Context: an optimization exercise on an open-source flow, tuned for small area, a short achievable clock period and few clock cycles per item. The choices shown serve that exercise and are no tape-out recipe.
In this exercise RTL edits were held to simulation tests only and were not proved equivalent to the original.

==> try-tundra <==
==> flow/design.v <==
module permcore (
    input  wire         clk,
    input  wire         rst,           
    input  wire         cmd_valid,
    output wire         cmd_ready,
    input  wire [162:0] cmd,
    output reg          rsp_valid,
    output reg  [1:0]   rsp_status,
    output reg  [63:0]  rsp_data
);
    localparam [1:0] PH_EMPTY = 2'd0, PH_SEEDED = 2'd1, PH_BUILT = 2'd2;
    localparam [1:0] ST_OK = 2'd0, ST_ILLEGAL = 2'd1, ST_PHASE = 2'd2;
    parameter  UPS  = 8;           
    localparam NSTG = 64 / UPS;   
    wire [2:0]  op    = cmd[2:0];
    wire [63:0] cmd_x = cmd[66:3];
    wire [31:0] cmd_a = cmd[98:67];
    wire [31:0] cmd_b = cmd[130:99];
    wire [31:0] cmd_c = cmd[162:131];
    function [63:0] rev64;
        input [63:0] x;
        integer i;
        begin
            for (i = 0; i < 64; i = i + 1) rev64[i] = x[63 - i];
        end
    endfunction
    function [63:0] rotl;
        input [63:0] x;
        input [5:0]  r;
        reg   [63:0] y;
        begin
            y = x;
            y = r[0] ? {y[62:0], y[63]}    : y;
            y = r[1] ? {y[61:0], y[63:62]} : y;
            y = r[2] ? {y[59:0], y[63:60]} : y;
            y = r[3] ? {y[55:0], y[63:56]} : y;
            y = r[4] ? {y[47:0], y[63:48]} : y;
            y = r[5] ? {y[31:0], y[63:32]} : y;
            rotl = y;
        end
    endfunction
    function [63:0] window;
        input [7:0] lo;
        input [7:0] hi;
        integer j;
        begin
            for (j = 0; j < 64; j = j + 1) window[j] = (j >= lo) && (j <= hi);
        end
    endfunction
    reg        rdy;
    reg [1:0]  phase;
    reg        building;
    reg [7:0]  bc;
    assign cmd_ready = rdy;
    wire acc = cmd_valid & rdy;
    wire ok_gload = (op == 3'd1) && (phase == PH_EMPTY);
    wire ok_gadv  = (op == 3'd2) && (phase == PH_SEEDED);
    wire ok_build = (op == 3'd3) && (phase == PH_SEEDED);
    wire is_mix   = (op == 3'd4) || (op == 3'd5);
    wire ok_mix   = is_mix && (phase == PH_BUILT);
    wire illegal  = (op == 3'd0) || (op == 3'd6) || (op == 3'd7);
    always @(posedge clk) begin
        if (rst) begin
            rdy      <= 1'b1;
            phase    <= PH_EMPTY;
            building <= 1'b0;
        end else begin
            if (acc && ok_gload) phase <= PH_SEEDED;
            if (acc && ok_build) begin
                phase    <= PH_BUILT;
                building <= 1'b1;
                rdy      <= 1'b0;
            end
            if (building) begin
                if (bc == 8'd127) rdy <= 1'b1;
                if (bc == 8'd128) building <= 1'b0;
            end
        end
    end
    always @(posedge clk)
        if (acc && ok_build) bc <= 8'd0;
        else if (building)   bc <= bc + 8'd1;
    reg [6:0]  ra, rb, rc;
    reg [63:0] state;
    reg        gz;                     
    reg [41:0] g_rot;
    reg [55:0] g_lo, g_hi;
    wire [5:0] A = ra[5:0], B = rb[5:0], Cs = rc[5:0];
    wire eA = ~ra[6], eB = ~rb[6], eC = ~rc[6];
    wire [7:0] A8 = {2'b0, A}, B8 = {2'b0, B}, C8 = {2'b0, Cs};
    wire [7:0] amb  = (A >= B) ? A8 - B8 : 8'd0;             
    wire [7:0] hi67 = (Cs >= B) ? 8'd63 : 8'd63 - B8 + C8;   
    wire       zz   = (ra == 7'd0) || (rb == 7'd0) || (rc == 7'd0);
    always @(posedge clk) begin
        gz <= zz;
        g_rot <= {A - B + Cs, Cs - B, A + Cs, Cs, A - B, 6'd0 - B, A};
        g_lo  <= {(zz | ~(eA & eB & eC)) ? 8'hff : C8 + amb,
                  (zz | ~(eB & eC))      ? 8'hff : C8,
                  (zz | ~(eA & eC))      ? 8'hff : A8 + C8,
                  (zz | ~eC)             ? 8'hff : C8,
                  (zz | ~(eA & eB))      ? 8'hff : amb,
                  (zz | ~eB)             ? 8'hff : 8'd0,
                  (zz | ~eA)             ? 8'hff : A8};
        g_hi  <= {hi67, hi67, 8'd63, 8'd63, 8'd63 - B8, 8'd63 - B8, 8'd63};
    end
    reg [63:0] g_out;
    integer t;
    always @(*) begin
        g_out = state & {64{~gz}};
        for (t = 0; t < 7; t = t + 1)
            g_out = g_out ^ (rotl(state, g_rot[6*t +: 6]) & window(g_lo[8*t +: 8], g_hi[8*t +: 8]));
    end
    reg [NSTG-1:0] p_val, p_act, p_dir, p_keep, p_an, p_ad;
    reg [2*NSTG-1:0] p_st;
    reg [64*NSTG-1:0] p_v;
    reg [NSTG-1:0] p_gadv;
    wire gstep = (p_val[0] & p_gadv[0]) | (building & ~bc[7]);
    always @(posedge clk) begin
        if (acc && ok_gload) begin
            state <= cmd_x;
            ra <= {|cmd_a[31:6], cmd_a[5:0]};
            rb <= {|cmd_b[31:6], cmd_b[5:0]};
            rc <= {|cmd_c[31:6], cmd_c[5:0]};
        end else if (gstep)
            state <= g_out;
    end
    reg [4095:0] tbl;        
    reg [63:0]   C, Cp;
    wire        b_load = building & bc[0] & ~bc[7];             
    wire        b_xor  = building & ~bc[0] & (bc != 8'd0);      
    wire [5:0]  bj     = bc[6:1];
    reg  [63:0] below, above;
    integer q;
    always @(*)
        for (q = 0; q < 64; q = q + 1) begin
            below[q] = (q < bj);
            above[q] = (q > bj);
        end
    always @(posedge clk) begin
        if (acc && ok_build) begin
            C  <= 64'd0;
            Cp <= 64'd0;
        end else if (b_load) begin
            C  <= C  ^ (~state & above);
            Cp <= Cp ^ (~state & below);
        end
        if (b_load)
            tbl <= {state, tbl[4095:64]};
        else if (b_xor)
            tbl[4095:4032] <= tbl[4095:4032] ^ state;
    end
    reg [64*NSTG-1:0] seg_out;
    reg [63:0] v, o;
    reg [UPS-1:0] s, sn, sd;
    reg x;
    integer g, i, j, b, kk, qq;
    always @(*) begin
        for (g = 0; g < NSTG; g = g + 1) begin
            v = p_v[64*g +: 64];
            for (i = 0; i < UPS; i = i + 1) begin
                kk = UPS*g + i;
                x = v[kk];
                for (j = 0; j < i; j = j + 1) begin
                    qq = UPS*g + j;
                    x = x ^ (s[j] & ((p_an[g] & tbl[64*qq + kk]) | (p_ad[g] & tbl[64*(63-qq) + 63 - kk])));
                end
                s[i]  = x;
                sn[i] = x & p_an[g];
                sd[i] = x & p_ad[g];
            end
            for (b = 0; b < 64; b = b + 1) begin
                o[b] = v[b];
                if (b >= UPS*g && b < UPS*(g+1))
                    o[b] = s[b - UPS*g];
                for (j = 0; j < UPS; j = j + 1) begin
                    qq = UPS*g + j;
                    if (!(b >= UPS*g && b < UPS*(g+1) && qq <= b))
                        o[b] = o[b] ^ ((sn[j] & tbl[64*qq + b]) | (sd[j] & tbl[64*(63-qq) + 63 - b]));
                end
            end
            seg_out[64*g +: 64] = o;
        end
    end
    wire [63:0] x_map   = cmd_x ^ C;
    wire [63:0] x_unmap = rev64(cmd_x ^ Cp);
    wire [63:0] last    = seg_out[64*(NSTG-1) +: 64];
    always @(posedge clk) begin
        if (rst) begin
            p_val     <= {NSTG{1'b0}};
            rsp_valid <= 1'b0;
        end else begin
            p_val     <= {p_val[NSTG-2:0], acc};
            rsp_valid <= p_val[NSTG-1];
        end
        p_st   <= {p_st[2*NSTG-3:0], illegal ? ST_ILLEGAL :
                   (ok_gload | ok_gadv | ok_build | ok_mix) ? ST_OK : ST_PHASE};
        p_act  <= {p_act[NSTG-2:0], ok_mix};
        p_dir  <= {p_dir[NSTG-2:0], op[0]};
        p_an   <= {p_an[NSTG-2:0], ok_mix & ~op[0]};
        p_ad   <= {p_ad[NSTG-2:0], ok_mix & op[0]};
        p_gadv <= {p_gadv[NSTG-2:0], ok_gadv};
        p_keep <= {p_keep[NSTG-2:0], ok_gadv};
        p_v[63:0] <= op[0] ? x_unmap : x_map;
        p_v[127:64] <= seg_out[63:0];
        p_v[191:128] <= p_gadv[1] ? state : seg_out[127:64];
        p_v[64*NSTG-1:192] <= seg_out[64*(NSTG-1)-1:128];
        rsp_status <= p_st[2*NSTG-1 -: 2];
        rsp_data   <= p_act[NSTG-1] ? (p_dir[NSTG-1] ? rev64(last) ^ C : last ^ Cp)
                    : (p_keep[NSTG-1] ? last : 64'd0);
    end
endmodule
==> flow/run.sh <==
#!/bin/bash
# synth_recipe.tcl (not shown) runs the flow's synth.tcl, then flattens the netlist and writes it again
# the make line also repeats each setting of config.mk as NAME=value (left out here)
make -C /OpenROAD-flow-scripts/flow DESIGN_CONFIG=/design/flow/config.mk WORK_HOME=/design/flow/orfs CLKGATE_MAP_FILE= SYNTH_SCRIPT=/design/flow/synth_recipe.tcl finish
==> flow/config.mk <==
export PLATFORM = sky130hd
export DESIGN_NAME = permcore
export DESIGN_NICKNAME = permcore
export VERILOG_FILES = /design/flow/design.v
export SDC_FILE = /design/flow/constraint.sdc
export NUM_CORES = 8
export LEC_CHECK = 0
export CAP_MARGIN = 20
export CORE_MARGIN = 2
export CORE_UTILIZATION = 40
export SLEW_MARGIN = 20
==> flow/constraint.sdc <==
create_clock -name core_clock -period 12.0 [get_ports {clk}]
set_input_delay 2.4000 -clock core_clock [delete_from_list [all_inputs] [get_ports {clk}]]
set_output_delay 2.4000 -clock core_clock [all_outputs]
set_load 0.01 [all_outputs]
==> try-lagoon (differences from try-tundra) <==
--- a/flow/design.v
+++ b/flow/design.v
@@ -12,4 +12,4 @@
     localparam [1:0] ST_OK = 2'd0, ST_ILLEGAL = 2'd1, ST_PHASE = 2'd2;
-    parameter  UPS  = 8;           
-    localparam NSTG = 64 / UPS;   
+    parameter  UPS  = 4;           
+    localparam NSTG = (64 + UPS - 1) / UPS;   
     wire [2:0]  op    = cmd[2:0];
@@ -19,9 +19,2 @@
     wire [31:0] cmd_c = cmd[162:131];
-    function [63:0] rev64;
-        input [63:0] x;
-        integer i;
-        begin
-            for (i = 0; i < 64; i = i + 1) rev64[i] = x[63 - i];
-        end
-    endfunction
     function [63:0] rotl;
@@ -155,12 +148,16 @@
     reg x;
-    integer g, i, j, b, kk, qq;
+    integer g, i, j, b, kk, qq, lo;
     always @(*) begin
         for (g = 0; g < NSTG; g = g + 1) begin
+            lo = UPS*g;
             v = p_v[64*g +: 64];
-            for (i = 0; i < UPS; i = i + 1) begin
-                kk = UPS*g + i;
-                x = v[kk];
+            s = {UPS{1'b0}};
+            sn = {UPS{1'b0}};
+            sd = {UPS{1'b0}};
+            for (i = 0; i < UPS; i = i + 1) if (UPS*g + i < 64) begin
+                kk = lo + i;
+                x = p_dir[g] ? v[63-kk] : v[kk];
                 for (j = 0; j < i; j = j + 1) begin
-                    qq = UPS*g + j;
-                    x = x ^ (s[j] & ((p_an[g] & tbl[64*qq + kk]) | (p_ad[g] & tbl[64*(63-qq) + 63 - kk])));
+                    qq = lo + j;
+                    x = x ^ (s[j] & (p_dir[g] ? tbl[64*(63-qq) + 63 - kk] : tbl[64*qq + kk]));
                 end
@@ -172,8 +169,6 @@
                 o[b] = v[b];
-                if (b >= UPS*g && b < UPS*(g+1))
-                    o[b] = s[b - UPS*g];
-                for (j = 0; j < UPS; j = j + 1) begin
-                    qq = UPS*g + j;
-                    if (!(b >= UPS*g && b < UPS*(g+1) && qq <= b))
-                        o[b] = o[b] ^ ((sn[j] & tbl[64*qq + b]) | (sd[j] & tbl[64*(63-qq) + 63 - b]));
+                for (j = 0; j < UPS; j = j + 1) if (UPS*g + j < 64) begin
+                    qq = lo + j;
+                    o[b] = o[b] ^ ((sn[j] & (b != qq) & tbl[64*qq + b])
+                                 | (sd[j] & (b != 63 - qq) & tbl[64*(63-qq) + b]));
                 end
@@ -183,5 +178,3 @@
     end
-    wire [63:0] x_map   = cmd_x ^ C;
-    wire [63:0] x_unmap = rev64(cmd_x ^ Cp);
-    wire [63:0] last    = seg_out[64*(NSTG-1) +: 64];
+    wire [63:0] last = seg_out[64*(NSTG-1) +: 64];
     always @(posedge clk) begin
@@ -202,3 +195,3 @@
         p_keep <= {p_keep[NSTG-2:0], ok_gadv};
-        p_v[63:0] <= op[0] ? x_unmap : x_map;
+        p_v[63:0] <= cmd_x ^ (op[0] ? Cp : C);
         p_v[127:64] <= seg_out[63:0];
@@ -207,3 +200,3 @@
         rsp_status <= p_st[2*NSTG-1 -: 2];
-        rsp_data   <= p_act[NSTG-1] ? (p_dir[NSTG-1] ? rev64(last) ^ C : last ^ Cp)
+        rsp_data   <= p_act[NSTG-1] ? last ^ (p_dir[NSTG-1] ? C : Cp)
                     : (p_keep[NSTG-1] ? last : 64'd0);
==> flow/flow/run.sh (new file) <==
#!/bin/bash
# The standard layout, with timing repair aimed well below the clock period:
# repair_timing works until every path has SETUP_SLACK_MARGIN ns of slack.
set -euo pipefail
bash standard.sh SETUP_SLACK_MARGIN=8.0 finish > flow_standard.log 2>&1
==> flow/standard.sh (new file) <==
#!/bin/bash
# synth_recipe.tcl (not shown) runs the flow's synth.tcl, then flattens the netlist and writes it again
# the make line also repeats each setting of config.mk as NAME=value (left out here)
make -C /OpenROAD-flow-scripts/flow DESIGN_CONFIG=/design/flow/config.mk WORK_HOME=/design/flow/orfs CLKGATE_MAP_FILE= SYNTH_SCRIPT=/design/flow/synth_recipe.tcl "${@:-finish}"
--- a/flow/config.mk
+++ b/flow/config.mk
@@ -7,5 +7,5 @@
 export LEC_CHECK = 0
-export CAP_MARGIN = 20
+export CAP_MARGIN = 30
 export CORE_MARGIN = 2
-export CORE_UTILIZATION = 40
-export SLEW_MARGIN = 20
+export CORE_UTILIZATION = 55
+export SLEW_MARGIN = 30
removed: flow/run.sh
==> try-garnet (differences from try-tundra) <==
--- a/flow/design.v
+++ b/flow/design.v
@@ -12,4 +12,4 @@
     localparam [1:0] ST_OK = 2'd0, ST_ILLEGAL = 2'd1, ST_PHASE = 2'd2;
-    parameter  UPS  = 8;           
-    localparam NSTG = 64 / UPS;   
+    parameter  UPS  = 4;           
+    localparam NSTG = (64 + UPS - 1) / UPS;   
     wire [2:0]  op    = cmd[2:0];
@@ -19,9 +19,2 @@
     wire [31:0] cmd_c = cmd[162:131];
-    function [63:0] rev64;
-        input [63:0] x;
-        integer i;
-        begin
-            for (i = 0; i < 64; i = i + 1) rev64[i] = x[63 - i];
-        end
-    endfunction
     function [63:0] rotl;
@@ -155,12 +148,16 @@
     reg x;
-    integer g, i, j, b, kk, qq;
+    integer g, i, j, b, kk, qq, lo;
     always @(*) begin
         for (g = 0; g < NSTG; g = g + 1) begin
+            lo = UPS*g;
             v = p_v[64*g +: 64];
-            for (i = 0; i < UPS; i = i + 1) begin
-                kk = UPS*g + i;
-                x = v[kk];
+            s = {UPS{1'b0}};
+            sn = {UPS{1'b0}};
+            sd = {UPS{1'b0}};
+            for (i = 0; i < UPS; i = i + 1) if (UPS*g + i < 64) begin
+                kk = lo + i;
+                x = p_dir[g] ? v[63-kk] : v[kk];
                 for (j = 0; j < i; j = j + 1) begin
-                    qq = UPS*g + j;
-                    x = x ^ (s[j] & ((p_an[g] & tbl[64*qq + kk]) | (p_ad[g] & tbl[64*(63-qq) + 63 - kk])));
+                    qq = lo + j;
+                    x = x ^ (s[j] & (p_dir[g] ? tbl[64*(63-qq) + 63 - kk] : tbl[64*qq + kk]));
                 end
@@ -172,8 +169,6 @@
                 o[b] = v[b];
-                if (b >= UPS*g && b < UPS*(g+1))
-                    o[b] = s[b - UPS*g];
-                for (j = 0; j < UPS; j = j + 1) begin
-                    qq = UPS*g + j;
-                    if (!(b >= UPS*g && b < UPS*(g+1) && qq <= b))
-                        o[b] = o[b] ^ ((sn[j] & tbl[64*qq + b]) | (sd[j] & tbl[64*(63-qq) + 63 - b]));
+                for (j = 0; j < UPS; j = j + 1) if (UPS*g + j < 64) begin
+                    qq = lo + j;
+                    o[b] = o[b] ^ ((sn[j] & (b != qq) & tbl[64*qq + b])
+                                 | (sd[j] & (b != 63 - qq) & tbl[64*(63-qq) + b]));
                 end
@@ -183,5 +178,3 @@
     end
-    wire [63:0] x_map   = cmd_x ^ C;
-    wire [63:0] x_unmap = rev64(cmd_x ^ Cp);
-    wire [63:0] last    = seg_out[64*(NSTG-1) +: 64];
+    wire [63:0] last = seg_out[64*(NSTG-1) +: 64];
     always @(posedge clk) begin
@@ -202,3 +195,3 @@
         p_keep <= {p_keep[NSTG-2:0], ok_gadv};
-        p_v[63:0] <= op[0] ? x_unmap : x_map;
+        p_v[63:0] <= cmd_x ^ (op[0] ? Cp : C);
         p_v[127:64] <= seg_out[63:0];
@@ -207,3 +200,3 @@
         rsp_status <= p_st[2*NSTG-1 -: 2];
-        rsp_data   <= p_act[NSTG-1] ? (p_dir[NSTG-1] ? rev64(last) ^ C : last ^ Cp)
+        rsp_data   <= p_act[NSTG-1] ? last ^ (p_dir[NSTG-1] ? C : Cp)
                     : (p_keep[NSTG-1] ? last : 64'd0);
==> flow/flow/run.sh (new file) <==
#!/bin/bash
# The standard layout, with timing repair aimed well below the clock period
# (repair_timing works until every path has SETUP_SLACK_MARGIN ns of slack)
# and an extra antenna repair with a margin after global routing.
set -euo pipefail
export POST_GLOBAL_ROUTE_TCL="$PWD/flow/grt_post.tcl"
bash standard.sh SETUP_SLACK_MARGIN=8.0 finish > flow_standard.log 2>&1
==> flow/flow/grt_post.tcl (new file) <==
repair_antennas -iterations 5 -ratio_margin 30
check_placement -verbose
check_antennas
==> flow/standard.sh (new file) <==
#!/bin/bash
# synth_recipe.tcl (not shown) runs the flow's synth.tcl, then flattens the netlist and writes it again
# the make line also repeats each setting of config.mk as NAME=value (left out here)
make -C /OpenROAD-flow-scripts/flow DESIGN_CONFIG=/design/flow/config.mk WORK_HOME=/design/flow/orfs CLKGATE_MAP_FILE= SYNTH_SCRIPT=/design/flow/synth_recipe.tcl "${@:-finish}"
--- a/flow/config.mk
+++ b/flow/config.mk
@@ -7,5 +7,5 @@
 export LEC_CHECK = 0
-export CAP_MARGIN = 20
+export CAP_MARGIN = 30
 export CORE_MARGIN = 2
-export CORE_UTILIZATION = 40
-export SLEW_MARGIN = 20
+export CORE_UTILIZATION = 45
+export SLEW_MARGIN = 30
removed: flow/run.sh
==> run summary <==
try-garnet ran to the end with violations: antenna violations. try-lagoon finished but fails on antenna violations. try-tundra reached the layout checks and failed them: antenna violations, max-capacitance violations, max-slew violations.
Count of clock-buffer cells in the layout, lowest first: try-tundra, try-lagoon, try-garnet.
Global-route usage, highest first: try-lagoon, try-garnet, try-tundra.
The lowest clock skew belongs to try-lagoon, the highest to try-garnet.
In try-tundra the critical path depth is higher than in try-lagoon, by 5.
Die area, highest first: try-tundra, try-garnet, try-lagoon.
In try-lagoon the synthesized area is larger than in try-tundra, by about 3%.
The highest register-to-register slack belongs to try-lagoon, the lowest to try-tundra.
Testbench counts of try-tundra, summed over its fixed seeds: cycles 3,160, items 2,048.
Testbench counts of try-lagoon, summed over its fixed seeds: cycles 3,224, items 2,048.
Testbench counts of try-garnet, summed over its fixed seeds: cycles 3,224, items 2,048.

[separate check: timing with driven ports]
Ports are ideal in the flow. The routed layouts listed here were re-timed in OpenROAD. Step 1 (the two cells are an assumption about what drives the block):
set clk [get_ports {clk}]
set_driving_cell -lib_cell sky130_fd_sc_hd__clkbuf_16 $clk
set_driving_cell -lib_cell sky130_fd_sc_hd__buf_2 [delete_from_list [all_inputs] $clk]
Step 2 moves the port delays by t, midway between the first and last clock arrival at a register: inputs arrive t later, outputs are due t later. That takes back most of the time a late clock gives input paths. Slacks: no drivers / after step 1 / after step 2; pairs: no drivers / after step 1.
run	t (ns)	setup WS [ns]	hold WS [ns]	worst setup path at the end
try-tundra	1.245	5.204 / 5.204 / 5.204	0.325 / 0.325 / 0.325	register to register
try-lagoon	1.244	7.711 / 7.711 / 6.825	0.323 / 0.323 / 0.323	input to register
try-garnet	1.225	7.612 / 7.612 / 6.807	0.315 / 0.315 / 0.315	input to register
The setup slack of try-lagoon, which loses most, moves by 0.000 ns with the drivers and by -0.886 ns with both steps.
